This is an optimization exercise on Yosys and OpenROAD, whose aim is small area, a short achievable clock period and few clock cycles per item, not a production implementation. At most, simulation tests tie the RTL to the original design; equivalence was not proved. The RTL of runs 1 and 5 to 8 was laid out without a check of its function. Power is estimated from default activity; no workload was simulated.

<file path="flow/run.sh">
#!/bin/bash
# synth_recipe.tcl (not shown) runs the flow's synth.tcl, then flattens the netlist and writes it again
# the make line also repeats each setting of config.mk as NAME=value (left out here)
make -C /OpenROAD-flow-scripts/flow DESIGN_CONFIG=/design/flow/config.mk WORK_HOME=/design/flow/orfs CLKGATE_MAP_FILE= SYNTH_SCRIPT=/design/flow/synth_recipe.tcl finish
</file>
<file path="flow/config.mk">
export PLATFORM = sky130hd
export DESIGN_NAME = rtp_h264_depkt
export DESIGN_NICKNAME = rtp_h264_depkt
export VERILOG_FILES = /design/flow/design.v
export SDC_FILE = /design/flow/constraint.sdc
export NUM_CORES = 4
export LEC_CHECK = 0
export CAP_MARGIN = 20
export CORE_MARGIN = 2
export CORE_UTILIZATION = 60
export SETUP_SLACK_MARGIN = 2.6
export SLEW_MARGIN = 20
</file>
<file path="flow/constraint.sdc">
create_clock -name core_clock -period 5.0 [get_ports {clk}]
set_input_delay 1.0000 -clock core_clock [delete_from_list [all_inputs] [get_ports {clk}]]
set_output_delay 1.0000 -clock core_clock [all_outputs]
set_load 0.01 [all_outputs]
</file>
<file path="flow/design.v">
module rtp_h264_depkt (
    input  wire       clk,
    input  wire       rst,
    input  wire       cfg_strict_f,
    input  wire       cfg_zero_byte,
    input  wire       in_valid,
    output wire       in_ready,
    input  wire [7:0] in_data,
    input  wire       in_last,
    output reg        out_valid,
    input  wire       out_ready,
    output reg  [7:0] out_data,
    output wire       res_valid,
    output reg  [2:0] res_cause,
    output wire [4:0] res_flags
);
    localparam [2:0] C_OK         = 3'd0;
    localparam [2:0] C_SHORT      = 3'd1;
    localparam [2:0] C_FBIT       = 3'd2;
    localparam [2:0] C_TRUNC_DON  = 3'd3;
    localparam [2:0] C_TRUNC_SIZE = 3'd4;
    localparam [2:0] C_TRUNC_EXTRA= 3'd5;
    localparam [2:0] C_ZERO_SIZE  = 3'd6;
    localparam [2:0] C_TRUNC_UNIT = 3'd7;
    localparam [3:0] S_IDLE    = 4'd0;    
    localparam [3:0] S_FU_HDR  = 4'd1;    
    localparam [3:0] S_COPY    = 4'd2;    
    localparam [3:0] S_SZ0     = 4'd3;    
    localparam [3:0] S_SZ1     = 4'd4;    
    localparam [3:0] S_UHDR    = 4'd5;    
    localparam [3:0] S_UNIT    = 4'd6;    
    localparam [3:0] S_UNIT_F  = 4'd7;    
    localparam [3:0] S_FUB_DON = 4'd8;    
    localparam [3:0] S_AG_DON  = 4'd9;    
    localparam [3:0] S_EXT     = 4'd10;   
    localparam [3:0] S_DRAIN   = 4'd11;   
    reg  [3:0]  state;
    reg         first;       
    reg  [7:0]  hdr;         
    reg         mtap;        
    reg         m24;         
    reg  [1:0]  cnt;         
    reg         ow_z2, ow_z1, ow_01, ow_h;
    reg  [15:0] remain;      
    reg  [4:0]  sflags;      
    reg         res_pend;    
    reg         h_rdy;       
    reg         h_rdy_e;     
    reg         h_res;       
    reg         h_res_e;     
    reg         res_ok;      
    function [4:0] classify(input [4:0] ty);
        case (ty)
            5'd1: classify = 5'b01000;
            5'd5: classify = 5'b10000;
            5'd6: classify = 5'b00100;
            5'd7: classify = 5'b00001;
            5'd8: classify = 5'b00010;
            default: classify = 5'b00000;
        endcase
    endfunction
    wire [4:0] t0 = in_data[4:0];
    wire t_single = (t0 != 5'd0) && !(t0[4] && t0[3]);
    wire zb_app   = cfg_zero_byte && ((t0 == 5'd6) || (t0 == 5'd7) || (t0 == 5'd8));
    wire uf       = cfg_strict_f && in_data[7];
    wire d_zero   = (in_data == 8'd0);
    wire hi0      = (remain[15:8] == 8'd0);
    wire rem1     = (remain == 16'd1);
    wire szz      = (remain == 16'd0);
    wire sz_z     = hi0 && d_zero;
    wire st_idle  = (state == S_IDLE);
    wire st_uhdr  = (state == S_UHDR);
    wire o_free   = !out_valid || out_ready;    
    assign in_ready  = h_rdy_e || (h_rdy && out_ready);
    wire   take      = in_valid && in_ready;
    assign res_valid = h_res_e || (h_res && out_ready);
    assign res_flags = res_ok ? sflags : 5'd0;
    reg       push;
    reg [7:0] push_val;
    always @(*) begin
        push     = 1'b0;
        push_val = in_data;
        case (state)
            S_IDLE:   begin push = t_single;   push_val = 8'h00; end
            S_FU_HDR: begin push = in_data[7]; push_val = 8'h00; end
            S_SZ0, S_SZ1: begin push = 1'b1;   push_val = 8'h00; end
            S_UHDR:   begin push = 1'b1;       push_val = {7'd0, !zb_app}; end
            S_COPY, S_UNIT, S_UNIT_F: push = 1'b1;
            default: ;
        endcase
    end
    reg [2:0] cause;
    always @(*) begin
        case (state)
            S_FUB_DON: cause = cnt[0] ? C_OK : C_TRUNC_DON;
            S_SZ0:     cause = C_TRUNC_SIZE;
            S_SZ1:     cause = mtap ? C_TRUNC_EXTRA : sz_z ? C_ZERO_SIZE : C_TRUNC_UNIT;
            S_EXT:     cause = (cnt != 2'd3) ? C_TRUNC_EXTRA : szz ? C_ZERO_SIZE : C_TRUNC_UNIT;
            S_UHDR:    cause = !rem1 ? C_TRUNC_UNIT : uf ? C_FBIT : C_OK;
            S_UNIT:    cause = !rem1 ? C_TRUNC_UNIT : C_OK;
            S_UNIT_F:  cause = !rem1 ? C_TRUNC_UNIT : C_FBIT;
            S_DRAIN:   cause = {cnt[0], cnt[0] | cnt[1], 1'b0};
            default:   cause = C_OK;
        endcase
        if (st_idle || first)
            cause = C_SHORT;
    end
    wire [4:0] flags_now = st_uhdr ? (sflags | classify(t0)) : sflags;
    wire in_body = st_uhdr || state == S_UNIT || state == S_UNIT_F;
    always @(posedge clk) begin
        if (o_free)
            out_data <= ow_h ? ((ow_z1 || ow_z2) ? 8'h00 : ow_01 ? 8'h01 : hdr) : push_val;
        if (st_idle && !ow_h) begin
            hdr    <= in_data;
            mtap   <= (t0 == 5'd26) || (t0 == 5'd27);
            m24    <= (t0 == 5'd27) || (t0 == 5'd29);
        end
        if (st_idle && take)
            sflags <= classify(t0);
        if (state == S_FU_HDR) begin
            hdr[4:0] <= t0;
            sflags   <= in_data[7] ? classify(t0) : 5'd0;
        end
        if (st_uhdr) begin
            hdr <= in_data;
            if (in_valid)
                sflags <= flags_now;
        end
        if (state == S_SZ0)
            remain[15:8] <= in_data;
        if (state == S_SZ1)
            remain[7:0] <= in_data;
        if (in_body && take)
            remain <= remain - 16'd1;
        if (take && in_last) begin
            res_cause <= cause;
            res_ok    <= (cause == C_OK);
        end
    end
    reg [3:0] n_state;
    reg       n_out_valid, n_res_pend, n_first;
    reg [1:0] n_cnt;
    reg [3:0] n_ow;
    always @(*) begin
        n_state     = state;
        n_out_valid = out_valid;
        n_res_pend  = res_pend;
        n_first     = first;
        n_cnt       = cnt;
        n_ow        = {ow_z2, ow_z1, ow_01, ow_h};
        if (rst) begin
            n_state     = S_IDLE;
            n_out_valid = 1'b0;
            n_res_pend  = 1'b0;
            n_ow = 4'b0000;
        end else begin
            if (out_ready)
                n_out_valid = 1'b0;
            if (res_valid)
                n_res_pend = 1'b0;
            if (ow_h && o_free) begin
                n_out_valid = 1'b1;
                n_ow = {1'b0, ow_z2, ow_z1, ow_01};
            end
            if (take) begin
                if (push)
                    n_out_valid = 1'b1;
                n_first = st_idle;
                case (state)
                    S_IDLE: begin
                        n_cnt = 2'd0;
                        if (uf) begin
                            n_cnt   = 2'd2;
                            n_state = S_DRAIN;
                        end else if (t_single) begin
                            n_ow = {zb_app, 3'b111};
                            n_state = S_COPY;
                        end else if (t0 == 5'd24)
                            n_state = S_SZ0;
                        else if (t0 == 5'd25 || t0 == 5'd26 || t0 == 5'd27)
                            n_state = S_AG_DON;
                        else if (t0 == 5'd28 || t0 == 5'd29)
                            n_state = S_FU_HDR;
                        else
                            n_state = S_DRAIN;
                    end
                    S_FU_HDR: begin
                        if (in_data[7])
                            n_ow = 4'b0111;
                        n_state = m24 ? S_FUB_DON : S_COPY;
                    end
                    S_FUB_DON: begin
                        n_cnt = 2'd1;
                        if (cnt[0])
                            n_state = S_COPY;
                    end
                    S_AG_DON: begin
                        n_cnt = 2'd1;
                        if (cnt[0])
                            n_state = S_SZ0;
                    end
                    S_SZ0:
                        n_state = S_SZ1;
                    S_SZ1: begin
                        n_cnt = m24 ? 2'd0 : 2'd1;
                        if (mtap)
                            n_state = S_EXT;
                        else if (sz_z) begin
                            n_cnt   = 2'd1;
                            n_state = S_DRAIN;
                        end else
                            n_state = S_UHDR;
                    end
                    S_EXT: begin
                        n_cnt = cnt + 2'd1;
                        if (cnt == 2'd3) begin
                            if (szz) begin
                                n_cnt   = 2'd1;
                                n_state = S_DRAIN;
                            end else
                                n_state = S_UHDR;
                        end
                    end
                    S_UHDR, S_UNIT, S_UNIT_F: begin
                        if (st_uhdr)
                            n_ow = {2'b00, zb_app, 1'b1};
                        if (rem1) begin
                            if (st_uhdr ? uf : (state == S_UNIT_F)) begin
                                n_cnt   = 2'd2;
                                n_state = S_DRAIN;
                            end else
                                n_state = S_SZ0;
                        end else if (st_uhdr)
                            n_state = uf ? S_UNIT_F : S_UNIT;
                    end
                    default: ;
                endcase
                if (in_last) begin
                    n_state    = S_IDLE;
                    n_res_pend = 1'b1;
                end
            end
        end
    end
    always @(posedge clk) begin
        state     <= n_state;
        out_valid <= n_out_valid;
        res_pend  <= n_res_pend;
        first     <= n_first;
        cnt       <= n_cnt;
        {ow_z2, ow_z1, ow_01, ow_h} <= n_ow;
        h_rdy     <= !n_ow[0];
        h_rdy_e   <= !n_ow[0] && !n_out_valid;
        h_res     <= n_res_pend && !n_ow[0];
        h_res_e   <= n_res_pend && !n_ow[0] && !n_out_valid;
    end
endmodule
</file>
==> impl_metrics.tcl, run 1 <==
set metrics [dict create \
    netlist_area_um2 3426 \
    io_pins 34 \
    worstPathRequired_ns 4.00 \
    synth_top_area_share_pct 35.94 \
    grt_max_degree 27 \
    synth_edf_count 41 \
    antenna_cells 0 \
    syn-instance-count 352 \
    io_buffers 33 \
    power.density_nw_per_um2 310.3 \
    drt-total-wl_um 8278 \
    clock_latency_ns 0.34 \
    drcViolationCount 0 \
    arrival_ns 1.41 \
    path_clk_slew_ns 0.07 \
    gr-total-overflow 0 \
    nNetsFinal 404 \
    grt_usage_pct 27.13 \
    post_dp_cell_area_um2 3755 \
    synth_ff_type "edfxtp_1" \
    place_ws_ns 1.704 \
    p_total_mw 1.259 \
    worstSetupStartpointType "input pin" \
    max_slew_margin_pct 64.13 \
    status "complete, no violations" \
    finalHoldViolations 0 \
    ys_seq_elements 60 \
    cap_violations 0 \
    grt_pass1_wl_um 13020 \
    cts_tree "built" \
    synth_area_leaders "edfxtp_1, dfxtp_1, a21oi_1" \
    avgSynthCellArea_um2 9.732 \
    rrSetupSlack_ns 2.64 \
    rows 27 \
    die_h_um 79.56 \
    final_max_slew_viol_count 0 \
    synthToLayoutAreaGrowth_pct 18.41 \
    fin_crit_ns 2.410 \
    drtIter0Drc 292 \
    cp-end-kind "output pin" \
    design_area_um2 4056 \
    core_area_um2 5507 \
    wl_per_cell_um 17.92 \
    tightest_slew_ns 0.5246 \
    fin_crit_sh_pct 48.20 \
    synthArstFlopShare_pct 0 \
    setup_viol 0 \
    clockBufferDepth 2 \
    yosysMostFrequentCell "edfxtp_1" \
    yosysSeqAreaShare_pct 47.04 \
    fp.dieArea_um2 6330 \
    initial_core_util_pct 62.21 \
    antenna_left 0 \
    worst-path-max-fanout 3 \
    utilization_pct 73.67 \
    synth_top_area_cell "edfxtp_1" \
    first_pass_iters 5 \
    cts-root-buf "clkbuf_8" \
    viasPerCell 6.340 \
    min_path_type "reg -> reg" \
    layout_setup_ws_ns 2.590 \
    ir_drop_v 0.0003263 \
    synthesis.nets 371 \
    rsz0062_at_grt "yes" \
    leakage_nw 1.471 \
    hold_buffers 0 \
    vias 2929 \
    grt_pass1_vias 2636 \
    dpl.hpwl_um 5691 \
    ctsHtreeMaxLevel 3 \
    die_width_um 79.56 \
    cts_buffers 9 \
    clock-sinks 60 \
    clock.fmax_mhz 414.9 \
    yosys_warnings 1 \
    drive_above_1_share_pct 14.87 \
    setup_tns_ns 0 \
    worst_clock_skew_ns 0.006797 \
    synth.cells.most_frequent "edfxtp_1, nor2_1, a21oi_1, nand2_1, dfxtp_1" \
    place.gp.congestion 0.9491 \
    antenna_found_initial 0 \
    critical_path_class "in -> out" \
    yosysUniqueCellTypes 69 \
]
## layer usage
layer / vias to the layer above / wire length [um] / GRT usage, % / part of all wire (%)
met5: - / 0 / 0 / 0
li1: 1394 / - / - / -
met4: 0 / 156 / 10.69 / 1.9
met1: 1401 / 3648 / 35.96 / 44
met2: 117 / 3897 / 41.93 / 47
met3: 17 / 575 / 7.805 / 6.9
## placed cells by master, fill, tap and decap left out, drive strengths merged, types with 4 or more instances in the layout
master         instances
nand2                 27
dfxtp                 19
a22o                   8
nand2b                 7
nand3                  5
nor3                  14
dlygate4sd2            6
nor2                  30
nor4                   9
a21oi                 28
inv                   16
xor2                   7
clkdlybuf4s50         16
o21ai                 22
clkbuf                14
xnor2                  7
nor2b                  7
o22ai                  5
ha                     4
buf                   15
o211ai                 6
and2                  10
o32ai                  4
edfxtp                41
## logic make-up (layout without fill, tap and decap cells)
group	after synthesis	count (layout)	share of synthesized area, %
AOI/OAI and AO/OA	101	101	19.91
xor gates and xnor gates	14	14	3.579
adders and majority gates	4	4	1.461
buffers and inverters	35	73	4.784
DFF	60	60	47.04
muxes	6	6	1.863
and+or+nand+nor	132	132	21.37
## final cells by class
cell class / instances / area, um2
sequential: 60 / 1617
tap: 72 / 90.09
timing repair buffer: 41 / 357.8
inverter: 16 / 60.06
clock buffer: 12 / 155.1
multi-input combinational: 257 / 1729
fill: 415 / 1450
clock inverter: 4 / 47.55
## registers in the layout (all words and copies together) (netlist names), 2 cells and up
register,flops
cnt,2
hdr,8
out_data,8
remain,16
res_cause,3
sflags,5
state,4
## what timing repair did
action	CTS	global route
setup buffers	6	1
resized for setup	55	18
pin swaps	7	6
endpoints found under the setup margin	55	32
cloned	0	0
## worst max-delay path: stages
cell	delay [ns]
buf_8	0.10
a21o_1	0.17
buf_2	0.14
## stage by stage
stage | hold WS (ns) | instances
2_1_floorplan | 0.4341 | 352
3_3_place_gp | 0.4412 | 439
3_5_place_dp | 0.4679 | 439
4_1_cts | 0.4774 | 461
5_1_grt | 0.5090 | 462
6_report | 0.4768 | 462
## report_power, final
| part | total [mW] | leakage (nW) | internal [mW] | switching (mW) |
|---|---|---|---|---|
| sequential | 0.608 | 0.561 | 0.578 | 0.0299 |
| combinational | 0.196 | 0.807 | 0.0877 | 0.108 |
| clock | 0.455 | 0.102 | 0.256 | 0.199 |
## path summary, 6_finish.rpt
kind | startpoint | to | cells past startpoint
worst max-delay path | out_ready | in_ready | 3
worst min-delay path | sflags[4] | sflags[4] | 1
worst min register to register | sflags[4] | sflags[4] | 1
worst max register to register | remain[12] | state[3] | 6
==> inputs of run 2 (changes only) <==
--- a/flow/design.v
+++ b/flow/design.v
@@ -50,3 +50,2 @@
     reg         h_res_e;     
-    reg         res_ok;      
     function [4:0] classify(input [4:0] ty);
@@ -76,3 +75,3 @@
     assign res_valid = h_res_e || (h_res && out_ready);
-    assign res_flags = res_ok ? sflags : 5'd0;
+    assign res_flags = (res_cause == C_OK) ? sflags : 5'd0;
     reg       push;
@@ -136,3 +135,2 @@
             res_cause <= cause;
-            res_ok    <= (cause == C_OK);
         end
==> run 2 against run 1 <==
Compared with the run above:
- still clean
- first-iteration DRC count shrank 18%
- area after synthesis is 3.9% higher
- cell count increased by 5.0%
- core utilization is 1.5 points lower
==> impl_metrics.tcl, run 2 <==
set metrics [dict create \
    grt_pass1_vias 2827 \
    n_fill_cell 463 \
    synth.cells.most_frequent "edfxtp_1, a21oi_1, nand2_1, nor2_1, dfxtp_1" \
    clock-sinks 59 \
    synthToLayoutAreaGrowth_pct 17.78 \
    synthesis.nets 390 \
    grt_usage_pct 28.55 \
    synth_edf_count 40 \
    synth_top_area_share_pct 33.73 \
    pwr-share-clk_pct 33.0 \
    worst_clock_skew_ns 0.005262 \
    synthArstFlopShare_pct 0 \
    p_sw_share_pct 29.25 \
    ys_seq_elements 59 \
    cts-root-buf "clkbuf_8" \
    clock_latency_ns 0.35 \
    viasPerCell 6.431 \
    rows 28 \
    final_max_slew_viol_count 0 \
    largest_register_ffs 16 \
    cts_tree "built" \
    post_dp_cell_area_um2 3896 \
    cts_buffers 9 \
    synth_ff_type "edfxtp_1" \
    synth_top_area_cell "edfxtp_1" \
    arrival_ns 1.50 \
    layout_setup_ws_ns 2.496 \
    fp.dieArea_um2 6567 \
    ctsHtreeMaxLevel 3 \
    place.gp.congestion 0.9309 \
    synth_area_leaders "edfxtp_1, dfxtp_1, a21oi_1" \
    synth_compound_area_share_pct 21.93 \
    synth_xor_area_share_pct 3.443 \
    netlist_area_um2 3561 \
    antenna_found_initial 0 \
    setup_tns_ns 0 \
    worst-path-max-fanout 3 \
    max_slew_margin_pct 53.71 \
    regArea_um2 1585 \
    synthAdderAreaFrac_pct 1.757 \
    fin_crit_sh_pct 50.08 \
    path_clk_slew_ns 0.07 \
    status "complete, no violations" \
    worstPathRequired_ns 4.00 \
    antenna_cells 0 \
    hold_buffers 0 \
    die_h_um 81.04 \
    leakage_nw 1.481 \
    fin_crit_ns 2.504 \
    multi_input_area_um2 1907 \
    layout_commonest_cell "edfxtp_1" \
    drtIter0Drc 238 \
    yosys_warnings 1 \
    drcViolationCount 0 \
    min_path_type "reg -> reg" \
    power_frac_seq_pct 49.8 \
    top_register "remain" \
    gr-total-overflow 0 \
    die_width_um 81.04 \
    dpl.cell_count 460 \
    synthMuxAreaShare_pct 0.9136 \
    power.density_nw_per_um2 286.7 \
    syn-instance-count 370 \
    layoutNonFillerInstCount 485 \
    setup_viol 0 \
    design_area_um2 4194 \
    synth_top_family_by_area "simple AND/OR/NAND/NOR gates" \
    synthSimpleGateAreaFrac_pct 23.37 \
    finalHoldViolations 0 \
    crit_top_cell "buf_6" \
    grt_pass1_wl_um 14100 \
    drive_above_1_share_pct 16.83 \
    core_area_um2 5816 \
    rsz0062_at_grt "yes" \
    critical_path_class "reg -> out" \
    worstSetupStartpointType "flop" \
    wl_per_cell_um 17.73 \
    slowest_stage "edfxtp_1" \
    tightest_slew_ns 0.6929 \
    io_pins 34 \
    cp-end-kind "output pin" \
    final_cell_mix "edfxtp_1, nor2_1, a21oi_1" \
    nNetsFinal 425 \
    yosysSeqAreaShare_pct 44.41 \
    critPathMaxStageDelay_ns 0.43 \
    drt-total-wl_um 8598 \
    largestRegisters "remain: 16 flops, hdr: 8 flops, out_data: 8 flops" \
    p_total_mw 1.202 \
    internal-power_mw 0.8506 \
    first_pass_iters 5 \
    yosysUniqueCellTypes 69 \
    power_switching_mw 0.3516 \
    grt_max_degree 29 \
    avgSynthCellArea_um2 9.624 \
    io_buffers 33 \
    cap_violations 0 \
    comb_power_share_pct 17.2 \
    initial_core_util_pct 61.23 \
    ir_drop_v 0.0001853 \
    antenna_left 0 \
    yosysMostFrequentCell "edfxtp_1" \
    dpl.hpwl_um 6138 \
    vias 3119 \
    path_cells "nor3_4 > buf_6 > buf_6 > and2_4 > buf_6" \
    place_ws_ns 1.644 \
    clockBufferDepth 2 \
    clock.fmax_mhz 399.4 \
]
==> run 2: metal layers <==
| layer | track usage, % | share of wire, % |
|---|---|---|
| met1 | 41.10 | 43 |
| met2 | 41.65 | 45 |
| met3 | 5.889 | 9.6 |
| met4 | 12.37 | 2.6 |
| met5 | 0 | 0 |
==> run 2: final timing paths <==
| check | startpoint | endpoint | slack, ns | cells after the start |
|---|---|---|---|---|
| setup reg to reg | state[2] | state[2] | 2.78 | 5 |
| hold reg to reg | sflags[3] | sflags[3] | 0.46 | 2 |
| hold / removal | sflags[3] | sflags[3] | 0.46 | 2 |
| setup / recovery | res_cause[2] | res_flags[3] | 2.50 | 5 |
==> run 2: repair_timing <==
item,CTS,global route
gates resized for setup,62,19
setup buffers,6,3
setup endpoints to repair,59,46
pin swaps,10,6
==> run 2: cell type report <==
type / instances / area share [%]
tap: 75 / 2.237
timing repair buffer: 42 / 8.831
inverter: 16 / 1.432
sequential: 59 / 37.80
multi-input combinational: 277 / 45.47
clock inverter: 6 / 0.9547
clock buffer: 10 / 3.282
==> run 2: metrics by stage <==
stage	utilization [%]	hold WS, ns
2_1_floorplan	-	0.4166
3_3_place_gp	67.00	0.4310
3_5_place_dp	67.00	0.4371
4_1_cts	71.56	0.4615
5_1_grt	72.12	0.5060
6_report	72.12	0.4574
==> run 2: logic make-up (layout without fill, tap and decap cells) <==
| kind of cell | count (synthesis) | in the layout |
|---|---|---|
| muxes | 3 | 3 |
| adders and majority gates | 5 | 5 |
| AOI/OAI and AO/OA | 112 | 112 |
| DFF | 59 | 59 |
| and+or+nand+nor | 143 | 143 |
| buffers and inverters | 34 | 74 |
| xor gates and xnor gates | 14 | 14 |
==> run 2: worst max-delay path: cells and delay by family (launching register included) <==
kind,cells,cell delay (ns)
simple gates,2,0.41
buf+inv,3,0.31
flops,1,0.43
==> run 2: power by group through the flow <==
stage | registers [mW] | clock network, mW | logic, mW
final | 0.599 | 0.397 | 0.207
after global routing | 0.603 | 0.422 | 0.226
after CTS | 0.598 | 0.398 | 0.201
after floorplan | 0.597 | 0 | 0.130
after detailed placement | 0.607 | 0 | 0.199
after global placement | 0.606 | 0 | 0.196
Testbench counts of run 2, summed over its fixed seeds: cycles 180,227, in bytes 177,094.
==> inputs of run 3 (changes only) <==
--- a/flow/config.mk
+++ b/flow/config.mk
@@ -10,2 +10,4 @@
 export CORE_UTILIZATION = 60
+export CTS_BUF_LIST = sky130_fd_sc_hd__clkbuf_4
+export CTS_CLUSTER_SIZE = 20
 export SETUP_SLACK_MARGIN = 2.6
==> run 3 against run 2 <==
Compared with the run above:
- total power fell by 8.8%
- final area down 1.5%
- die area is the same
- critical path depth stayed put
- still clean on timing, DRC and antenna
- critical path type unchanged
- area after synthesis unchanged
- worst hold slack better by 0.0064 ns
==> impl_metrics.tcl, run 3 <==
set metrics [dict create \
    place_ws_ns 1.644 \
    gr-total-overflow 0 \
    initial_core_util_pct 61.23 \
    synth.cells.most_frequent "edfxtp_1, a21oi_1, nand2_1, nor2_1, dfxtp_1" \
    antenna_found_initial 0 \
    vias 3107 \
    die_width_um 81.04 \
    io_buffers 33 \
    viasPerCell 6.406 \
    cap_violations 0 \
    grt_usage_pct 28.52 \
    critPathMaxStageDelay_ns 0.45 \
    yosys_warnings 1 \
    final_max_slew_viol_count 0 \
    slowest_stage "edfxtp_1" \
    min_path_type "reg -> reg" \
    yosysUniqueCellTypes 69 \
    cp-end-kind "output pin" \
    layout_commonest_cell "edfxtp_1" \
    setup_viol 0 \
    die_h_um 81.04 \
    power_switching_mw 0.3404 \
    core_area_um2 5816 \
    synth_edf_count 40 \
    cts-root-buf "clkbuf_4" \
    dpl.hpwl_um 6138 \
    first_pass_iters 5 \
    worstSetupStartpointType "flop" \
    largest_register_ffs 16 \
    largestRegisters "remain: 16 flops, hdr: 8 flops, out_data: 8 flops" \
    synth_ff_type "edfxtp_1" \
    layout_setup_ws_ns 2.406 \
    clock-sinks 59 \
    yosysSeqAreaShare_pct 44.41 \
    final_cell_mix "edfxtp_1, nor2_1, a21oi_1" \
    cts_tree "built" \
    cts_buffers 9 \
    critical_path_class "reg -> out" \
    internal-power_mw 0.7555 \
    pwr-share-clk_pct 26.8 \
    fp.dieArea_um2 6567 \
    worst_clock_skew_ns 0.009469 \
    design_area_um2 4130 \
    synth_top_area_share_pct 33.73 \
    power.density_nw_per_um2 265.3 \
    path_clk_slew_ns 0.11 \
    yosysMostFrequentCell "edfxtp_1" \
    drt-total-wl_um 8623 \
    avgSynthCellArea_um2 9.624 \
    rsz0062_at_grt "yes" \
    top_register "remain" \
    worstPathRequired_ns 4.00 \
    antenna_left 0 \
    synthesis.nets 390 \
    finalHoldViolations 0 \
    status "complete, no violations" \
    path_cells "nor3_4 > buf_6 > buf_6 > and2_4 > buf_6" \
    crit_top_cell "buf_6" \
    syn-instance-count 370 \
    cp_top_family "flip-flops" \
    p_sw_share_pct 31.06 \
    arrival_ns 1.59 \
    antenna_cells 0 \
    worst-path-buf-inv 3 \
    p_total_mw 1.096 \
    rows 28 \
    post_dp_cell_area_um2 3896 \
    hold_buffers 0 \
    wl_per_cell_um 17.78 \
    synth_area_leaders "edfxtp_1, dfxtp_1, a21oi_1" \
    fin_crit_sh_pct 51.87 \
    clockBufferDepth 2 \
    clock_latency_ns 0.42 \
    setup_tns_ns 0 \
    synthArstFlopShare_pct 0 \
    grt_max_degree 29 \
    fin_crit_ns 2.594 \
    ir_drop_v 0.0001620 \
    ctsHtreeMaxLevel 3 \
    drive_above_1_share_pct 16.10 \
    clock.fmax_mhz 385.6 \
    synth_top_area_cell "edfxtp_1" \
    ys_seq_elements 59 \
    worst-path-max-fanout 3 \
    grt_pass1_wl_um 14140 \
    comb_power_share_pct 18.6 \
    drtIter0Drc 233 \
    netlist_area_um2 3561 \
    grt_pass1_vias 2837 \
    max_slew_margin_pct 54.15 \
    power_frac_seq_pct 54.6 \
    drcViolationCount 0 \
    synthToLayoutAreaGrowth_pct 15.99 \
    nNetsFinal 425 \
    io_pins 34 \
    tightest_slew_ns 0.6869 \
    leakage_nw 1.485 \
    place.gp.congestion 0.9309 \
]
[run 3: worst min-delay path, cell delays in order (launching register included)]
cell	delay (ns)
dfxtp_1	0.33
nand2_1	0.05
o31ai_1	0.05
[run 3: repair_timing]
action                                 CTS  global route
endpoints found under the hold margin    0             0
pin swaps                                7             8
setup endpoints to repair               56            49
resized for setup                       50            28
buffers inserted                         6             3
[run 3: power groups by stage]
stage | Combinational (mW) | Clock, mW | Sequential, mW
2_1_floorplan | 0.130 | 0 | 0.597
3_3_place_gp | 0.196 | 0 | 0.606
3_5_place_dp | 0.199 | 0 | 0.607
4_1_cts | 0.200 | 0.293 | 0.597
5_1_grt | 0.224 | 0.317 | 0.603
6_report | 0.204 | 0.293 | 0.598
[run 3: cells by family after synthesis]
| group | count (synthesis) | share of synthesized area, % |
|---|---|---|
| and+or+nand+nor | 143 | 23.37 |
| AOI/OAI and AO/OA | 112 | 21.93 |
| DFF | 59 | 44.41 |
| buffers and inverters | 34 | 4.182 |
| xor gates and xnor gates | 14 | 3.443 |
| adders and majority gates | 5 | 1.757 |
| muxes | 3 | 0.9135 |
[run 3: final timing paths]
path                                    from           end  slack, ns  depth (start not counted)
worst max-delay path            res_cause[1]  res_flags[3]       2.41                          5
worst min-delay path               sflags[3]     sflags[3]       0.46                          2
worst max register to register      state[2]      state[2]       2.78                          5
worst min register to register     sflags[3]     sflags[3]       0.46                          2
[run 3: stage by stage]
step / cells / utilization, % / hold WS, ns
finish: 485 / 71.02 / 0.4638
detailed placement: 460 / 67.00 / 0.4371
floorplan: 370 / - / 0.4166
CTS: 482 / 69.99 / 0.4668
global route: 485 / 71.02 / 0.5120
global placement: 460 / 67.00 / 0.4310
[run 3: area by class of cell]
| class | instances | area, um2 |
|---|---|---|
| multi-input cells | 277 | 1898 |
| fillers | 468 | 1685 |
| flip-flops and latches | 59 | 1585 |
| repair buffers | 42 | 381.6 |
| well taps | 75 | 93.84 |
| clock buffers | 9 | 67.56 |
| inverters | 16 | 60.06 |
| clock inverters | 7 | 43.79 |
[run 3: routing by layer]
metal	GRT usage (%)	part of all wire, %
met5	0	0
met3	4.778	8.1
met1	41.54	44
met2	42.73	46
met4	10.68	2.1
==> inputs of run 4 (changes only) <==
==> flow/flow/run.sh (new file) <==
#!/bin/bash
# The standard layout (standard.sh, unchanged synthesis and steps), with the
# port buffers that placement inserts made of sky130_fd_sc_hd__buf_1 instead
# of the resizer's default pick; timing repair still sizes them up where a
# path needs it. make's full output goes to flow_make.log here, and ORFS
# keeps each step's log under orfs/logs/.
set -euo pipefail
export BUFFER_PORTS_ARGS="-buffer_cell sky130_fd_sc_hd__buf_1"
bash standard.sh finish > flow_make.log 2>&1
==> flow/standard.sh (new file) <==
#!/bin/bash
# synth_recipe.tcl (not shown) runs the flow's synth.tcl, then flattens the netlist and writes it again
# the make line also repeats each setting of config.mk as NAME=value (left out here)
make -C /OpenROAD-flow-scripts/flow DESIGN_CONFIG=/design/flow/config.mk WORK_HOME=/design/flow/orfs CLKGATE_MAP_FILE= SYNTH_SCRIPT=/design/flow/synth_recipe.tcl "${@:-finish}"
--- a/flow/config.mk
+++ b/flow/config.mk
@@ -10,4 +10,2 @@
 export CORE_UTILIZATION = 60
-export CTS_BUF_LIST = sky130_fd_sc_hd__clkbuf_4
-export CTS_CLUSTER_SIZE = 20
 export SETUP_SLACK_MARGIN = 2.6
removed: flow/run.sh
==> run 4 against run 3 <==
Compared with the run above:
- die area unchanged
- total power grew 8.8%
- count of clock-buffer cells in the layout stayed put
- critical endpoint is now in_ready
==> impl_metrics.tcl, run 4 <==
set metrics [dict create \
    layoutNonFillerInstCount 479 \
    synth_ff_type "edfxtp_1" \
    yosysSeqAreaShare_pct 44.41 \
    whs_ns 0.4624 \
    top_register "remain" \
    cts-root-buf "clkbuf_8" \
    cp_top_family "buffers and inverters" \
    setup_tns_ns 0 \
    finalHoldViolations 0 \
    grt_pass1_vias 2686 \
    grt_max_degree 29 \
    yosys_warnings 1 \
    status "complete, no violations" \
    antenna_left 0 \
    path_clk_slew_ns 0.07 \
    cp-end-kind "output pin" \
    rows 28 \
    arrival_ns 1.39 \
    first_pass_iters 5 \
    gr-total-overflow 0 \
    worst-path-buf-inv 2 \
    slowest_stage "a21o_1" \
    final_max_slew_viol_count 0 \
    io_buffers 33 \
    synth_edf_count 40 \
    utilization_pct 68.24 \
    rsz0062_at_grt "yes" \
    synth_area_leaders "edfxtp_1, dfxtp_1, a21oi_1" \
    path_cells "buf_6 > a21o_1 > buf_2" \
    antenna_cells 0 \
    yosysMostFrequentCell "edfxtp_1" \
    dpl.hpwl_um 6189 \
    synthArstFlopShare_pct 0 \
    worst-path-max-fanout 3 \
    yosysUniqueCellTypes 69 \
    regArea_um2 1585 \
    place.gp.congestion 0.9518 \
    antenna_found_initial 0 \
    clock.fmax_mhz 418.5 \
    ys_seq_elements 59 \
    clock-sinks 59 \
    layout_commonest_cell "edfxtp_1" \
    synth_top_area_cell "edfxtp_1" \
    drt-total-wl_um 8852 \
    dpl.cell_count 461 \
    p_total_mw 1.193 \
    leakage_nw 1.369 \
    grt_pass1_wl_um 14050 \
    synth_top_area_share_pct 33.73 \
    ir_drop_v 0.0002000 \
    avgSynthCellArea_um2 9.624 \
    worst_clock_skew_ns 0.008310 \
    multi_input_area_um2 1879 \
    syn-instance-count 370 \
    drtIter0Drc 332 \
    vias 3150 \
    clock_latency_ns 0.35 \
    wl_per_cell_um 18.48 \
    power.density_nw_per_um2 300.5 \
    drive_above_1_share_pct 13.61 \
    setup_viol 0 \
    io_pins 34 \
    die_width_um 81.04 \
    grt_usage_pct 28.74 \
    critPathMaxStageDelay_ns 0.15 \
    n_fill_cell 485 \
    ctsHtreeMaxLevel 3 \
    clockBufferDepth 2 \
    critical_path_class "in -> out" \
    cap_violations 0 \
    hold_buffers 0 \
    synthesis.nets 390 \
    viasPerCell 6.576 \
    nNetsFinal 419 \
    tightest_slew_ns 0.7936 \
    cts_buffers 9 \
    fin_crit_sh_pct 47.79 \
    max_slew_margin_pct 47.09 \
    cts_tree "built" \
    synth.cells.most_frequent "edfxtp_1, a21oi_1, nand2_1, nor2_1, dfxtp_1" \
    initial_core_util_pct 61.23 \
    synthToLayoutAreaGrowth_pct 11.45 \
    die_h_um 81.04 \
    netlist_area_um2 3561 \
    worstPathRequired_ns 4.00 \
    fin_crit_ns 2.389 \
    drcViolationCount 0 \
    worstSetupStartpointType "input pin" \
    final_cell_mix "edfxtp_1, nor2_1, a21oi_1" \
    core_area_um2 5816 \
    fp.dieArea_um2 6567 \
    largestRegisters "remain: 16 flops, hdr: 8 flops, out_data: 8 flops" \
    min_path_type "reg -> reg" \
    largest_register_ffs 16 \
]
run 4: cell counts after synthesis:
No cell type changed its count.
run 4: layer usage:
metal | global-route usage [%] | vias up | part of all wire (%)
li1 | - | 1470 | -
met1 | 41.76 | 1463 | 44
met2 | 43.14 | 198 | 44
met3 | 4.444 | 19 | 9.9
met4 | 11.19 | 0 | 2.3
met5 | 0 | - | 0
run 4: area by class of cell:
class,count,area share [%]
Clock buffer,9,3.121
Tap cell,75,2.364
Inverter,16,1.513
Sequential cell,59,39.94
Multi-Input combinational cell,277,47.35
Clock inverter,7,1.513
Timing Repair Buffer,36,4.193
run 4: worst min-delay path: cells and delay by family, from the launching register on:
kind,cells,cell delay [ns]
flops,1,0.31
simple gates,1,0.05
compound gates,1,0.05
run 4: final timing paths:
path                            cells past startpoint         to  slack, ns  startpoint
worst max-delay path                                3   in_ready       2.61   out_ready
worst min register to register                      2  sflags[3]       0.46   sflags[3]
worst min-delay path                                2  sflags[3]       0.46   sflags[3]
worst max register to register                      4     hdr[0]       2.73    state[1]
run 4: logic make-up after synthesis:
kind of cell | share of synthesized area [%]
and+or+nand+nor | 23.37
AOI/OAI and AO/OA | 21.93
xor gates and xnor gates | 3.443
muxes | 0.9135
buffers and inverters | 4.182
adders and majority gates | 1.757
DFF | 44.41
run 4: through the flow:
stage | area [um2] | worst slack (ns)
after floorplan | 3562 | 2.623
after global placement | 3697 | 2.187
after detailed placement | 3704 | 2.083
after CTS | 3923 | 2.591
after global routing | 3969 | 2.544
final | 3969 | 2.611
run 4: where the power goes:
part | leakage [nW] | internal [mW] | switching [mW] | total [mW]
Sequential | 0.550 | 0.567 | 0.0297 | 0.597
Combinational | 0.734 | 0.0669 | 0.117 | 0.184
Clock | 0.0848 | 0.188 | 0.224 | 0.412
Total | 1.37 | 0.822 | 0.371 | 1.19
run 4: what timing repair did:
action	CTS	global route
buffers inserted	1	1
resized for setup	7	20
setup endpoints to repair	27	33
pin swaps	2	6
==> inputs of run 5 (changes only) <==
--- a/flow/design.v
+++ b/flow/design.v
@@ -38,3 +38,2 @@
     reg         first;       
-    reg  [7:0]  hdr;         
     reg         mtap;        
@@ -43,2 +42,4 @@
     reg         ow_z2, ow_z1, ow_01, ow_h;
+    wire        u_z3 = ow_z2;
+    wire        u_go = ow_z1;
     reg  [15:0] remain;      
@@ -85,4 +86,3 @@
             S_SZ0, S_SZ1: begin push = 1'b1;   push_val = 8'h00; end
-            S_UHDR:   begin push = 1'b1;       push_val = {7'd0, !zb_app}; end
-            S_COPY, S_UNIT, S_UNIT_F: push = 1'b1;
+            S_UHDR, S_COPY, S_UNIT, S_UNIT_F: push = 1'b1;
             default: ;
@@ -108,7 +108,10 @@
     wire in_body = st_uhdr || state == S_UNIT || state == S_UNIT_F;
+    wire u_code = st_uhdr && !u_go;
+    wire u_z    = zb_app && !u_z3;           
     always @(posedge clk) begin
         if (o_free)
-            out_data <= ow_h ? ((ow_z1 || ow_z2) ? 8'h00 : ow_01 ? 8'h01 : hdr) : push_val;
+            out_data <= ow_h ? ((ow_z1 || ow_z2) ? 8'h00 : ow_01 ? 8'h01 : remain[7:0]) :
+                        u_code ? {7'd0, !u_z} : push_val;
         if (st_idle && !ow_h) begin
-            hdr    <= in_data;
+            remain[7:0] <= in_data;
             mtap   <= (t0 == 5'd26) || (t0 == 5'd27);
@@ -119,10 +122,7 @@
         if (state == S_FU_HDR) begin
-            hdr[4:0] <= t0;
-            sflags   <= in_data[7] ? classify(t0) : 5'd0;
-        end
-        if (st_uhdr) begin
-            hdr <= in_data;
-            if (in_valid)
-                sflags <= flags_now;
-        end
+            remain[4:0] <= t0;
+            sflags      <= in_data[7] ? classify(t0) : 5'd0;
+        end
+        if (st_uhdr && in_valid)
+            sflags <= flags_now;
         if (state == S_SZ0)
@@ -162,2 +162,9 @@
             end
+            if (u_code && in_valid && o_free) begin
+                n_out_valid = 1'b1;
+                if (u_z)
+                    n_ow[3] = 1'b1;
+                else
+                    n_ow[2] = 1'b1;
+            end
             if (take) begin
@@ -223,3 +230,3 @@
                         if (st_uhdr)
-                            n_ow = {2'b00, zb_app, 1'b1};
+                            n_ow = 4'b0000;
                         if (rem1) begin
@@ -249,4 +256,4 @@
         {ow_z2, ow_z1, ow_01, ow_h} <= n_ow;
-        h_rdy     <= !n_ow[0];
-        h_rdy_e   <= !n_ow[0] && !n_out_valid;
+        h_rdy     <= !n_ow[0] && !(n_state == S_UHDR && !n_ow[2]);
+        h_rdy_e   <= !n_ow[0] && !(n_state == S_UHDR && !n_ow[2]) && !n_out_valid;
         h_res     <= n_res_pend && !n_ow[0];
==> run 5 against run 4 <==
Compared with the run above:
- critical endpoint is now cnt[0]
- via count grew 1.8%
- synthesized cell count decreased by 2.4%
- fmax fell by 11%
- global-route usage grew 1.9 points
- clock skew shrank 0.00094 ns
- clock power decreased by 43%
==> impl_metrics.tcl, run 5 <==
set metrics [dict create \
    status "complete, no violations" \
    min_path_type "reg -> reg" \
    initial_core_util_pct 62.75 \
    yosys_warnings 1 \
    fp.dieArea_um2 6014 \
    vias 3206 \
    yosysMostFrequentCell "edfxtp_1" \
    syn-instance-count 361 \
    path_clk_slew_ns 0.10 \
    antenna_found_initial 0 \
    pwr-share-clk_pct 20.2 \
    synth_ff_type "edfxtp_1" \
    grt_pass1_vias 2854 \
    die_h_um 77.55 \
    synthesis.nets 381 \
    cap_violations 0 \
    synthArstFlopShare_pct 0 \
    arrival_ns 2.69 \
    path_cells "inv_2 > ha_4 > or3b_4 > or4_4 > or3_4 > a21oi_2 > a21oi_2 > nor3_2" \
    synth.cells.most_frequent "edfxtp_1, nor2_1, a21oi_1" \
    die_width_um 77.55 \
    nNetsFinal 429 \
    n_fill_cell 371 \
    netlist_area_um2 3246 \
    cts_tree "built" \
    place.gp.congestion 0.9533 \
    crit_top_cell "a21oi_2" \
    core_area_um2 5172 \
    critPathMaxStageDelay_ns 0.56 \
    layoutNonFillerInstCount 480 \
    clock_latency_ns 0.31 \
    rows 26 \
    final_max_slew_viol_count 0 \
    synth_area_leaders "edfxtp_1, dfxtp_1, a21oi_1" \
    max_slew_margin_pct 50.37 \
    largestRegisters "remain: 16 flops, out_data: 8 flops, sflags: 5 flops" \
    fin_crit_sh_pct 53.62 \
    comb_power_share_pct 29.1 \
    grt_max_degree 30 \
    cp-end-kind "flop" \
    synth_top_area_share_pct 34.23 \
    ctsHtreeMaxLevel 2 \
    internal-power_mw 0.7592 \
    ys_seq_elements 51 \
    worst_clock_skew_ns 0.007367 \
    wl_per_cell_um 19.60 \
    ir_drop_v 0.0001591 \
    first_pass_iters 5 \
    gr-total-overflow 0 \
    leakage_nw 1.450 \
    worst-path-max-fanout 3 \
    finalHoldViolations 0 \
    clockBufferDepth 2 \
    grt_usage_pct 30.59 \
    cts_buffers 5 \
    io_buffers 33 \
    worstSetupStartpointType "flop" \
    final_cell_mix "edfxtp_1, nor2_1, a21oi_1" \
    grt_pass1_wl_um 14390 \
    synth_edf_count 37 \
    clock.fmax_mhz 373.0 \
    drcViolationCount 0 \
    dpl.cell_count 448 \
    drive_above_1_share_pct 21.22 \
    largest_register_ffs 16 \
    power_frac_seq_pct 50.7 \
    setup_viol 0 \
    layout_commonest_cell "edfxtp_1" \
    critical_path_class "reg -> reg" \
    fin_crit_ns 2.681 \
    top_register "remain" \
    rsz0062_at_grt "yes" \
    synth_top_area_cell "edfxtp_1" \
    setup_tns_ns 0 \
    p_sw_share_pct 35.02 \
    cts-root-buf "clkbuf_8" \
    dpl.hpwl_um 6243 \
    avgSynthCellArea_um2 8.991 \
    clock-sinks 51 \
    hold_buffers 0 \
    power.density_nw_per_um2 296.3 \
    io_pins 34 \
    yosysUniqueCellTypes 61 \
    viasPerCell 6.679 \
    power_switching_mw 0.4092 \
    drt-total-wl_um 9406 \
    tightest_slew_ns 0.7379 \
    antenna_left 0 \
    synthToLayoutAreaGrowth_pct 21.51 \
    antenna_cells 0 \
    slowest_stage "or4_4" \
    drtIter0Drc 354 \
    yosysSeqAreaShare_pct 42.87 \
    worstPathRequired_ns 5.01 \
]
==> run 5: changes by cell type after synthesis, sizes merged, moves of 6 or more <==
cell / before / now
clkbuf: 6 / 15
nor2: 29 / 36
buf: 12 / 3
o21ai: 19 / 28
nor4: 8 / 2
==> run 5: final timing paths <==
kind | startpoint | endpoint | slack [ns] | cells after the start
worst min register to register | res_pend | res_pend | 0.55 | 2
worst max register to register | remain[1] | cnt[0] | 2.32 | 8
worst max-delay path | remain[1] | cnt[0] | 2.32 | 8
worst min-delay path | res_pend | res_pend | 0.55 | 2
==> run 5: cell families after synthesis <==
logic type | after synthesis | share of synthesized area [%]
buffers and inverters | 32 | 3.739
xor gates and xnor gates | 14 | 3.778
adders and majority gates | 5 | 1.928
DFF | 51 | 42.87
AOI/OAI and AO/OA | 118 | 24.29
and+or+nand+nor | 141 | 23.40
==> run 5: what timing repair did <==
item,4_1_cts,5_1_grt
endpoints found under the setup margin,21,40
pin swaps,17,22
resized for setup,37,35
endpoints found under the hold margin,0,0
setup buffers,20,4
==> run 5: through the flow <==
step / hold WS [ns] / worst slack, ns / utilization (%) / total power, mW / cell area (um2)
after detailed placement: 0.5136 / 2.117 / 66.47 / 0.8644 / 3438
after CTS: 0.5279 / 2.349 / 73.29 / 1.132 / 3791
after floorplan: 0.4719 / 2.311 / - / 0.7768 / 3302
final: 0.5514 / 2.319 / 76.25 / 1.168 / 3944
after global placement: 0.5134 / 2.138 / 66.47 / 0.8581 / 3438
after global routing: 0.5837 / 2.270 / 76.25 / 1.214 / 3944
==> run 5: layout make-up <==
class                      instances  area [um2]  share of cell area, %
timing repair buffer              59       404.1                  10.25
multi-input combinational        278        1919                  48.67
tap                               70       87.58                  2.221
clock buffer                       5       68.82                  1.745
sequential                        51        1396                  35.41
clock inverter                     3       15.01                 0.3807
inverter                          14       52.55                  1.332
==> run 5: worst max-delay path: cells and delay by family (launching register included) <==
| family | cells | cell delay (ns) |
|---|---|---|
| buf+inv | 1 | 0.12 |
| simple gates | 4 | 1.48 |
| compound gates | 2 | 0.22 |
| flops | 1 | 0.45 |
| fa+ha+maj | 1 | 0.12 |
==> run 5: power groups by stage <==
| stage | Clock [mW] | Combinational [mW] | Sequential (mW) |
|---|---|---|---|
| after global routing | 0.249 | 0.366 | 0.599 |
| after global placement | 0 | 0.263 | 0.595 |
| final | 0.236 | 0.340 | 0.592 |
| after detailed placement | 0 | 0.266 | 0.599 |
| after CTS | 0.233 | 0.315 | 0.584 |
| after floorplan | 0 | 0.204 | 0.572 |
==> run 5: layer usage <==
layer / wire, um / track usage (%) / vias to the layer above / share of wire [%]
met5: 0 / 0 / - / 0
met4: 174 / 7.857 / 0 / 1.8
met3: 772 / 5.349 / 23 / 8.2
met2: 4420 / 48.09 / 204 / 47
met1: 4039 / 43.98 / 1525 / 43
li1: - / - / 1454 / -
==> inputs of run 6 (changes only) <==
--- a/flow/config.mk
+++ b/flow/config.mk
@@ -10,3 +10,3 @@
 export CORE_UTILIZATION = 60
-export SETUP_SLACK_MARGIN = 2.6
+export SETUP_SLACK_MARGIN = 2.5
 export SLEW_MARGIN = 20
==> run 6 against run 5 <==
Compared with the run above:
- routed wire length is 6.8% lower
- first-iteration DRC count is 11% higher
- still clean on timing, DRC and antenna
- via count shrank 5.5%
- combinational power decreased by 5%
- clock skew shrank 0.0030 ns
- sequential power hardly changed
- final area is 2.9% lower
- global-route usage decreased by 0.76 points
- area after synthesis stayed put
- total power increased by 0.85%
- highest routed layer unchanged
- count of clock-buffer cells in the layout increased by 3
==> impl_metrics.tcl, run 6 <==
set metrics [dict create \
    max_slew_margin_pct 52.59 \
    synth_ff_type "edfxtp_1" \
    synthesis.nets 381 \
    dpl.hpwl_um 6060 \
    yosysMostFrequentCell "edfxtp_1" \
    drcViolationCount 0 \
    rows 26 \
    largestRegisters "remain: 16 flops, out_data: 8 flops, sflags: 5 flops" \
    tightest_slew_ns 0.7049 \
    final_max_slew_viol_count 0 \
    critPathMaxStageDelay_ns 0.56 \
    layout_commonest_cell "edfxtp_1" \
    cap_violations 0 \
    path_clk_slew_ns 0.09 \
    rsz0062_at_grt "yes" \
    antenna_found_initial 0 \
    critical_path_class "reg -> reg" \
    path_depth 10 \
    n_fill_cell 380 \
    clock-sinks 51 \
    initial_core_util_pct 62.75 \
    viasPerCell 6.404 \
    avgSynthCellArea_um2 8.991 \
    synth.cells.most_frequent "edfxtp_1, nor2_1, a21oi_1" \
    drt-total-wl_um 8769 \
    cts_buffers 5 \
    vias 3029 \
    cts_tree "built" \
    clock.fmax_mhz 375.9 \
    antenna_cells 0 \
    arrival_ns 2.90 \
    wl_per_cell_um 18.54 \
    status "complete, no violations" \
    fin_crit_ns 2.661 \
    synthArstFlopShare_pct 0 \
    worstPathRequired_ns 5.24 \
    die_h_um 77.55 \
    clockBufferDepth 2 \
    use_met3_pct 6.279 \
    nNetsFinal 422 \
    ys_seq_elements 51 \
    synth_edf_count 37 \
    drive_above_1_share_pct 18.36 \
    place.gp.congestion 0.9504 \
    ctsHtreeMaxLevel 2 \
    yosysUniqueCellTypes 61 \
    antenna_left 0 \
    io_buffers 33 \
    first_pass_iters 5 \
    finalHoldViolations 0 \
    die_width_um 77.55 \
    io_pins 34 \
    hold_depth 2 \
    synth_top_area_cell "edfxtp_1" \
    use_met1_pct 42.18 \
    drtIter0Drc 392 \
    grt_pass1_wl_um 14080 \
    setup_viol 0 \
    synth_top_area_share_pct 34.23 \
    ir_drop_v 0.0001600 \
    clock_latency_ns 0.31 \
    cts-root-buf "clkbuf_8" \
    grt_usage_pct 29.83 \
    fp.dieArea_um2 6014 \
    yosys_warnings 1 \
    yosysSeqAreaShare_pct 42.87 \
    grt_pass1_vias 2791 \
    worst-path-max-fanout 4 \
    worstSetupStartpointType "flop" \
    fin_crit_sh_pct 53.21 \
    min_path_type "reg -> reg" \
    gr-total-overflow 0 \
    netlist_area_um2 3246 \
    largest_register_ffs 16 \
    syn-instance-count 361 \
    utilization_pct 74.02 \
    reg2regPathDepth 10 \
    setup_tns_ns 0 \
    final_cell_mix "edfxtp_1, nor2_1, a21oi_1" \
    slowest_stage "or4_4" \
    core_area_um2 5172 \
    power.density_nw_per_um2 307.8 \
    synth_area_leaders "edfxtp_1, dfxtp_1, a21oi_1" \
    crit_top_cell "buf_4" \
    top_register "remain" \
    cp_top_family "simple AND/OR/NAND/NOR gates" \
    synthToLayoutAreaGrowth_pct 17.96 \
    path_cells "inv_2 > ha_4 > or3b_4 > or4_4 > buf_4 > buf_4 > a21o_1 > a211oi_4 > a2111oi_4 > a31oi_1" \
    grt_max_degree 30 \
    hold_buffers 0 \
    grtUsageMet2_pct 46.09 \
    busiest_layer "met2" \
    cp-end-kind "flop" \
    worst-path-buf-inv 3 \
    leakage_nw 1.385 \
    worst_clock_skew_ns 0.004342 \
]
[run 6: cell counts after synthesis]
No cell type changed its count.
[run 6: repair_timing]
item                       CTS  global route
pin swaps                   13             9
buffers inserted            17             1
resized for setup           29            16
setup endpoints to repair   15            18
[run 6: layer usage]
metal	routed length, um	vias to the layer above
met3	764	16
met2	3997	174
met4	170	0
li1	-	1437
met1	3836	1402
met5	0	-
[run 6: power breakdown]
group / total, mW / internal [mW] / switching, mW
clock network: 0.265 / 0.130 / 0.135
logic: 0.323 / 0.129 / 0.194
registers: 0.591 / 0.525 / 0.0660
[run 6: final cells by class]
| class | count | area (um2) | area share (%) |
|---|---|---|---|
| Multi-Input combinational cell | 278 | 1911 | 49.90 |
| Sequential cell | 51 | 1396 | 36.47 |
| Timing Repair Buffer | 52 | 280.3 | 7.320 |
| Tap cell | 70 | 87.58 | 2.288 |
| Inverter | 14 | 52.55 | 1.373 |
| Clock buffer | 8 | 101.3 | 2.647 |
[run 6: worst min-delay path, cell delays in order (launching register included)]
cell,delay (ns)
dfxtp_1,0.31
a21oi_1,0.11
nor2_1,0.06
[run 6: through the flow]
step	cells	hold slack, ns	instance area [um2]	setup WS (ns)	power, mW
final	473	0.5258	3829	2.339	1.178
after global routing	473	0.5728	3829	2.294	1.234
after global placement	447	0.5124	3415	2.062	0.8555
after floorplan	361	0.4719	3276	2.311	0.7754
after detailed placement	447	0.5165	3421	1.999	0.8599
after CTS	472	0.5328	3764	2.335	1.162
[run 6: worst paths after layout]
| kind | start | to | slack (ns) |
|---|---|---|---|
| max | remain[1] | h_rdy_e | 2.34 |
| min | res_pend | res_pend | 0.53 |
| max reg2reg | remain[1] | h_rdy_e | 2.34 |
| min reg2reg | res_pend | res_pend | 0.53 |
[run 6: kinds of logic after synthesis]
family	synth area share (%)
xor+xnor	3.778
flops	42.87
buf+inv	3.739
simple gates	23.40
fa+ha+maj	1.928
compound gates	24.29
==> inputs of run 7 (changes only) <==
--- a/flow/design.v
+++ b/flow/design.v
@@ -45,2 +45,4 @@
     reg  [15:0] remain;      
+    reg         rem1;        
+    reg         szz;         
     reg  [4:0]  sflags;      
@@ -67,4 +69,2 @@
     wire hi0      = (remain[15:8] == 8'd0);
-    wire rem1     = (remain == 16'd1);
-    wire szz      = (remain == 16'd0);
     wire sz_z     = hi0 && d_zero;
@@ -129,6 +129,11 @@
             remain[15:8] <= in_data;
-        if (state == S_SZ1)
+        if (state == S_SZ1) begin
             remain[7:0] <= in_data;
-        if (in_body && take)
+            rem1        <= hi0 && (in_data == 8'd1);
+            szz         <= sz_z;
+        end
+        if (in_body && take) begin
             remain <= remain - 16'd1;
+            rem1   <= (remain == 16'd2);
+        end
         if (take && in_last) begin
--- a/flow/config.mk
+++ b/flow/config.mk
@@ -10,3 +10,3 @@
 export CORE_UTILIZATION = 60
-export SETUP_SLACK_MARGIN = 2.5
+export SETUP_SLACK_MARGIN = 2.6
 export SLEW_MARGIN = 20
==> run 7 against run 6 <==
Compared with the run above:
- worst hold slack improved by 0.024 ns
- via count fell by 0.26%
- count of clock-buffer cells in the layout shrank 3
- die area is 3.1% higher
- first-iteration DRC count is 32% lower
- clock power fell by 11%
- combinational power is about 30% higher
- cell count decreased by 1.1%
- non-clock buffer count down 12
==> impl_metrics.tcl, run 7 <==
set metrics [dict create \
    path_clk_slew_ns 0.09 \
    largestRegisters "remain: 16 flops, out_data: 8 flops, sflags: 5 flops" \
    power.density_nw_per_um2 337.0 \
    die_h_um 78.75 \
    grt_max_degree 35 \
    setup_viol 0 \
    clock_latency_ns 0.31 \
    leakage_nw 1.388 \
    cts-root-buf "clkbuf_8" \
    synthArstFlopShare_pct 0 \
    ctsHtreeMaxLevel 2 \
    worst-path-max-fanout 6 \
    synth_top_family_by_area "simple AND/OR/NAND/NOR gates" \
    ys_seq_elements 53 \
    yosysSeqAreaShare_pct 43.30 \
    dpl.cell_count 455 \
    arrival_ns 1.45 \
    rsz0062_at_grt "yes" \
    clock.fmax_mhz 407.8 \
    worst_clock_skew_ns 0.006542 \
    netlist_area_um2 3352 \
    synthSimpleGateAreaFrac_pct 23.93 \
    cts_buffers 5 \
    critPathLaunch "out_ready" \
    synth_ff_type "edfxtp_1" \
    drtIter0Drc 267 \
    ir_drop_v 0.0002140 \
    n_fill_cell 418 \
    place.gp.congestion 0.9480 \
    antenna_cells 0 \
    grt_pass1_wl_um 13680 \
    final_cell_mix "a21oi_1, nor2_1, edfxtp_1" \
    yosys_warnings 1 \
    io_buffers 33 \
    drive_above_1_share_pct 16.16 \
    drt-total-wl_um 8635 \
    layoutNonFillerInstCount 468 \
    viasPerCell 6.455 \
    post_dp_cell_area_um2 3542 \
    synth_area_leaders "edfxtp_1, dfxtp_1, a21oi_1" \
    synth_edf_count 39 \
    antenna_left 0 \
    finalHoldViolations 0 \
    io_pins 34 \
    rows 27 \
    vias 3021 \
    first_pass_iters 5 \
    r2r-start "state[3]" \
    synthAdderAreaFrac_pct 1.493 \
    synth_top_area_cell "edfxtp_1" \
    cp-end-kind "output pin" \
    gr-total-overflow 0 \
    max_slew_margin_pct 44.02 \
    fin_crit_ns 2.452 \
    min_path_type "reg -> reg" \
    largest_register_ffs 16 \
    worst_hold_startpoint "res_pend" \
    synthesis.nets 386 \
    layout_commonest_cell "a21oi_1" \
    avgSynthCellArea_um2 9.133 \
    synth_xor_area_share_pct 3.397 \
    die_width_um 78.75 \
    syn-instance-count 367 \
    synth.cells.most_frequent "a21oi_1, nor2_1, edfxtp_1" \
    design_area_um2 3825 \
    synth_compound_area_share_pct 23.33 \
    yosysUniqueCellTypes 66 \
    core_area_um2 5439 \
    initial_core_util_pct 61.63 \
    yosysMostFrequentCell "a21oi_1" \
    cap_violations 0 \
    worstSetupStartpointType "input pin" \
    tightest_slew_ns 0.8333 \
    fin_crit_sh_pct 49.04 \
    clock-sinks 53 \
    status "complete, no violations" \
    top_register "remain" \
    dpl.hpwl_um 6092 \
    wl_per_cell_um 18.45 \
    grt_pass1_vias 2682 \
    worstPathRequired_ns 4.00 \
    setup_tns_ns 0 \
    cts_tree "built" \
    p_total_mw 1.289 \
    nNetsFinal 414 \
    drcViolationCount 0 \
    grt_usage_pct 28.25 \
    synthMuxAreaShare_pct 0.5972 \
    synth_top_area_share_pct 34.94 \
    clockBufferDepth 2 \
    fp.dieArea_um2 6201 \
    antenna_found_initial 0 \
    final_max_slew_viol_count 0 \
    critical_path_class "in -> out" \
    synthToLayoutAreaGrowth_pct 14.11 \
]
run 7: changes by cell type after synthesis, moves of 4 or more:
cell | before | now
nor2_1 | 36 | 42
a221oi_1 | 0 | 4
o21ai_0 | 28 | 16
a21oi_1 | 34 | 43
a41oi_1 | 0 | 5
and3_1 | 3 | 8
a21o_1 | 6 | 2
run 7: critical path, stage by stage:
cell and delay [ns]:
buf_8 0.10, a21o_4 0.22, buf_6 0.13
run 7: cell type report:
cell class	count	area, um2	area share, %
clock buffers	5	68.82	1.799
clock inverters	3	17.52	0.4580
inverters	14	52.55	1.374
multi-input cells	281	1924	50.31
flip-flops and latches	53	1453	37.98
well taps	72	90.09	2.355
repair buffers	40	219.0	5.725
run 7: layer usage:
metal  share of wire (%)  up-vias  wire (um)  global-route usage (%)
li1                    -     1439          -                       -
met1                  45     1399       3900                   42.58
met2                  44      169       3835                   42.22
met3                 8.8       14        760                   4.545
met4                 1.6        0        139                   7.895
met5                   0        -          0                       0
run 7: worst paths after layout:
kind	end	slack (ns)	cells after the start
worst min-delay path	res_pend	0.55	2
worst min register to register	res_pend	0.55	2
worst max-delay path	in_ready	2.55	3
worst max register to register	h_rdy	2.71	7
run 7: cells by family (layout without fill, tap and decap cells):
logic type	Yosys count	in the layout
compound gates	115	115
xor+xnor	13	13
flops	53	53
fa+ha+maj	4	4
mux	2	2
simple gates	146	147
buf+inv	34	62
run 7: metrics by stage:
step,util (%),hold slack [ns],setup WS [ns]
final,70.32,0.5494,2.548
after CTS,67.91,0.5442,2.520
after global routing,70.32,0.5677,2.538
after global placement,65.13,0.5063,2.048
after floorplan,-,0.4596,2.602
after detailed placement,65.13,0.5286,1.965
run 7: power by group:
part / leakage (nW) / internal, mW / switching (mW) / total, mW
Clock: 0.0455 / 0.0971 / 0.138 / 0.235
Combinational: 0.836 / 0.155 / 0.266 / 0.421
Sequential: 0.506 / 0.567 / 0.0657 / 0.633
Total: 1.39 / 0.820 / 0.469 / 1.29
run 7: what timing repair did:
item | CTS | global route
cloned | 1 | 0
pin swaps | 4 | 10
endpoints found under the setup margin | 33 | 28
hold buffers | 0 | 0
setup buffers | 1 | 3
resized for setup | 17 | 27
==> inputs of run 8 (changes only) <==
--- a/flow/config.mk
+++ b/flow/config.mk
@@ -10,3 +10,3 @@
 export CORE_UTILIZATION = 60
-export SETUP_SLACK_MARGIN = 2.6
+export SETUP_SLACK_MARGIN = 2.8
 export SLEW_MARGIN = 20
==> run 8 against run 7 <==
Compared with the run above:
- still clean on timing, DRC and antenna
- clock power rose by 6%
- critical path depth unchanged
- worst setup slack better by 0.025 ns
- synthesized cell count unchanged
- first-iteration DRC count rose by 9.4%
- routed wire length grew 10%
- die area did not move
- non-clock buffer count is 17 higher
- critical endpoint unchanged
- highest routed layer unchanged
==> impl_metrics.tcl, run 8 <==
set metrics [dict create \
    clock-sinks 53 \
    p_sw_share_pct 37.47 \
    cp_top_family "buffers and inverters" \
    io_buffers 33 \
    antenna_cells 0 \
    clock_latency_ns 0.32 \
    worst-path-max-fanout 3 \
    tightest_slew_ns 0.5111 \
    final_cell_mix "a21oi_1, edfxtp_1, nor2_1" \
    clockBufferDepth 2 \
    die_width_um 78.75 \
    gr-total-overflow 0 \
    top_register "remain" \
    initial_core_util_pct 61.63 \
    final_max_slew_viol_count 0 \
    comb_power_share_pct 35.6 \
    ctsHtreeMaxLevel 2 \
    slowest_stage "a21o_4" \
    core_area_um2 5439 \
    synth_edf_count 39 \
    cts_tree "built" \
    yosys_warnings 1 \
    io_pins 34 \
    setup_tns_ns 0 \
    yosysSeqAreaShare_pct 43.30 \
    synthArstFlopShare_pct 0 \
    yosysMostFrequentCell "a21oi_1" \
    synth_top_area_cell "edfxtp_1" \
    finalHoldViolations 0 \
    synthesis.nets 386 \
    fp.dieArea_um2 6201 \
    path_clk_slew_ns 0.09 \
    synthToLayoutAreaGrowth_pct 24.19 \
    worstSetupStartpointType "input pin" \
    grt_pass1_wl_um 14790 \
    cts_buffers 5 \
    max_slew_margin_pct 65.64 \
    drtIter0Drc 292 \
    largest_register_ffs 16 \
    synth_top_area_share_pct 34.94 \
    cts-root-buf "clkbuf_8" \
    antenna_left 0 \
    synth_ff_type "edfxtp_1" \
    n_fill_cell 387 \
    hold_buffers 0 \
    drive_above_1_share_pct 25.18 \
    syn-instance-count 367 \
    synth.cells.most_frequent "a21oi_1, nor2_1, edfxtp_1" \
    die_h_um 78.75 \
    cap_violations 0 \
    fin_crit_sh_pct 48.55 \
    fin_crit_ns 2.427 \
    path_cells "buf_8 > a21o_4 > buf_6" \
    clock.fmax_mhz 412.0 \
    vias 3179 \
    rows 27 \
    worstPathRequired_ns 4.00 \
    status "complete, no violations" \
    dpl.cell_count 456 \
    power_frac_seq_pct 46.2 \
    internal-power_mw 0.8588 \
    critPathMaxStageDelay_ns 0.20 \
    leakage_nw 1.530 \
    grt_pass1_vias 2923 \
    pwr-share-clk_pct 18.2 \
    min_path_type "reg -> reg" \
    layout_commonest_cell "a21oi_1" \
    rsz0062_at_grt "yes" \
    dpl.hpwl_um 6169 \
    p_total_mw 1.373 \
    drcViolationCount 0 \
    cp-end-kind "output pin" \
    nNetsFinal 431 \
    arrival_ns 1.43 \
    ys_seq_elements 53 \
    wl_per_cell_um 19.60 \
    place.gp.congestion 0.9059 \
    drt-total-wl_um 9508 \
    grt_usage_pct 30.76 \
    layoutNonFillerInstCount 485 \
    first_pass_iters 5 \
    critical_path_class "in -> out" \
    avgSynthCellArea_um2 9.133 \
    power_switching_mw 0.5146 \
    viasPerCell 6.555 \
    netlist_area_um2 3352 \
    setup_viol 0 \
    largestRegisters "remain: 16 flops, out_data: 8 flops, sflags: 5 flops" \
    antenna_found_initial 0 \
    synth_area_leaders "edfxtp_1, dfxtp_1, a21oi_1" \
    grt_max_degree 35 \
    worst_clock_skew_ns 0.01244 \
    yosysUniqueCellTypes 66 \
    power.density_nw_per_um2 329.9 \
    worst-path-buf-inv 2 \
    ir_drop_v 0.0001877 \
]
==> run 8: cell count changes in the layout (fill, tap and decap cells not counted), moves of 3 or more <==
| cell | previous run | this run |
|---|---|---|
| clkbuf_2 | 4 | 1 |
| buf_2 | 3 | 7 |
| buf_4 | 7 | 25 |
| buf_1 | 21 | 16 |
==> run 8: stage by stage <==
stage	util [%]	hold slack (ns)	area [um2]	setup WS [ns]
final	76.54	0.5479	4163	2.573
after CTS	72.88	0.5372	3964	2.570
after floorplan	-	0.4596	3478	2.640
after global placement	65.79	0.4942	3578	2.132
after detailed placement	65.79	0.5212	3578	2.070
after global routing	76.54	0.5591	4163	2.563
==> run 8: path summary, 6_finish.rpt <==
check | from | end | slack [ns] | cells past startpoint
worst min-delay path | res_pend | res_pend | 0.55 | 2
worst min register to register | res_pend | res_pend | 0.55 | 2
worst max register to register | state[3] | h_rdy_e | 2.77 | 7
worst max-delay path | out_ready | in_ready | 2.57 | 3
==> run 8: repair_timing <==
action,4_1_cts,5_1_grt
pin swaps,16,13
resized for setup,61,24
gates cloned,1,0
setup buffers,8,12
endpoints found under the setup margin,51,51
==> run 8: power groups by stage <==
stage | logic [mW] | clock network [mW] | registers, mW
floorplan | 0.288 | 0 | 0.631
global placement | 0.390 | 0 | 0.634
detailed placement | 0.392 | 0 | 0.637
CTS | 0.440 | 0.244 | 0.628
global route | 0.526 | 0.263 | 0.645
finish | 0.490 | 0.249 | 0.635
==> run 8: routing by layer <==
| layer | global-route usage (%) | vias up | routed length, um |
|---|---|---|---|
| met5 | 0 | - | 0 |
| met4 | 7.719 | 0 | 107 |
| met3 | 5.568 | 12 | 885 |
| met2 | 48.89 | 198 | 4499 |
| met1 | 43.91 | 1500 | 4015 |
| li1 | - | 1469 | - |
==> run 8: worst min-delay path: stages, from the launching register on <==
cell,delay [ns]
dfxtp_1,0.32
a21oi_1,0.12
nor2_1,0.07
==> run 8: area by class of cell <==
| cell class | count | area (um2) | area share (%) |
|---|---|---|---|
| clock inverters | 2 | 13.76 | 0.3306 |
| multi-input cells | 281 | 2076 | 49.86 |
| clock buffers | 6 | 72.57 | 1.743 |
| inverters | 14 | 52.55 | 1.262 |
| well taps | 72 | 90.09 | 2.164 |
| flip-flops and latches | 53 | 1455 | 34.96 |
| repair buffers | 57 | 402.9 | 9.678 |
==> run 8: cells by family (layout without fill, tap and decap cells) <==
| group | after synthesis | count (layout) | share of synthesized area, % |
|---|---|---|---|
| flip-flops | 53 | 53 | 43.30 |
| adder cells (fa/ha/maj) | 4 | 4 | 1.493 |
| AND/OR/NAND/NOR | 146 | 147 | 23.93 |
| multiplexers | 2 | 2 | 0.5973 |
| XOR/XNOR | 13 | 13 | 3.397 |
| AO/OA/AOI/OAI | 115 | 115 | 23.33 |
| buffers and inverters | 34 | 79 | 3.957 |

[afterwards: timing with drivers on the ports]
The flow's constraints put no driver on any port. The routed layouts listed below were extracted and timed again, unchanged, in two steps. Step 1 (the two cells are an assumption about what drives the block):
set clk [get_ports {clk}]
set_driving_cell -lib_cell sky130_fd_sc_hd__clkbuf_16 $clk
set_driving_cell -lib_cell sky130_fd_sc_hd__buf_2 [delete_from_list [all_inputs] $clk]
Step 2 times the ports against the registers' clock, not the clock port: input delays grow and output delays shrink by t, the midpoint of the rising clock arrivals with the driver on. Slacks: ideal / step 1 / step 2; pairs: ideal / step 1.
run	shift t [ns]	setup WS [ns]	worst setup path at the end
run 1	0.369	2.590 / 2.550 / 2.270	input to register
run 2	0.375	2.496 / 2.469 / 2.278	input to register
run 3	0.443	2.406 / 2.381 / 2.263	input to register
run 4	0.376	2.611 / 2.580 / 2.311	input to register
run 5	0.333	2.319 / 2.319 / 2.142	input to register
run 6	0.334	2.339 / 2.339 / 2.142	input to register
run 7	0.330	2.548 / 2.500 / 2.297	input to register
run 8	0.342	2.573 / 2.527 / 2.301	input to register
After both steps every run listed still meets setup and hold. For run 1, which loses most, drivers alone change the setup slack by -0.040 ns; drivers and shift together by -0.320 ns.
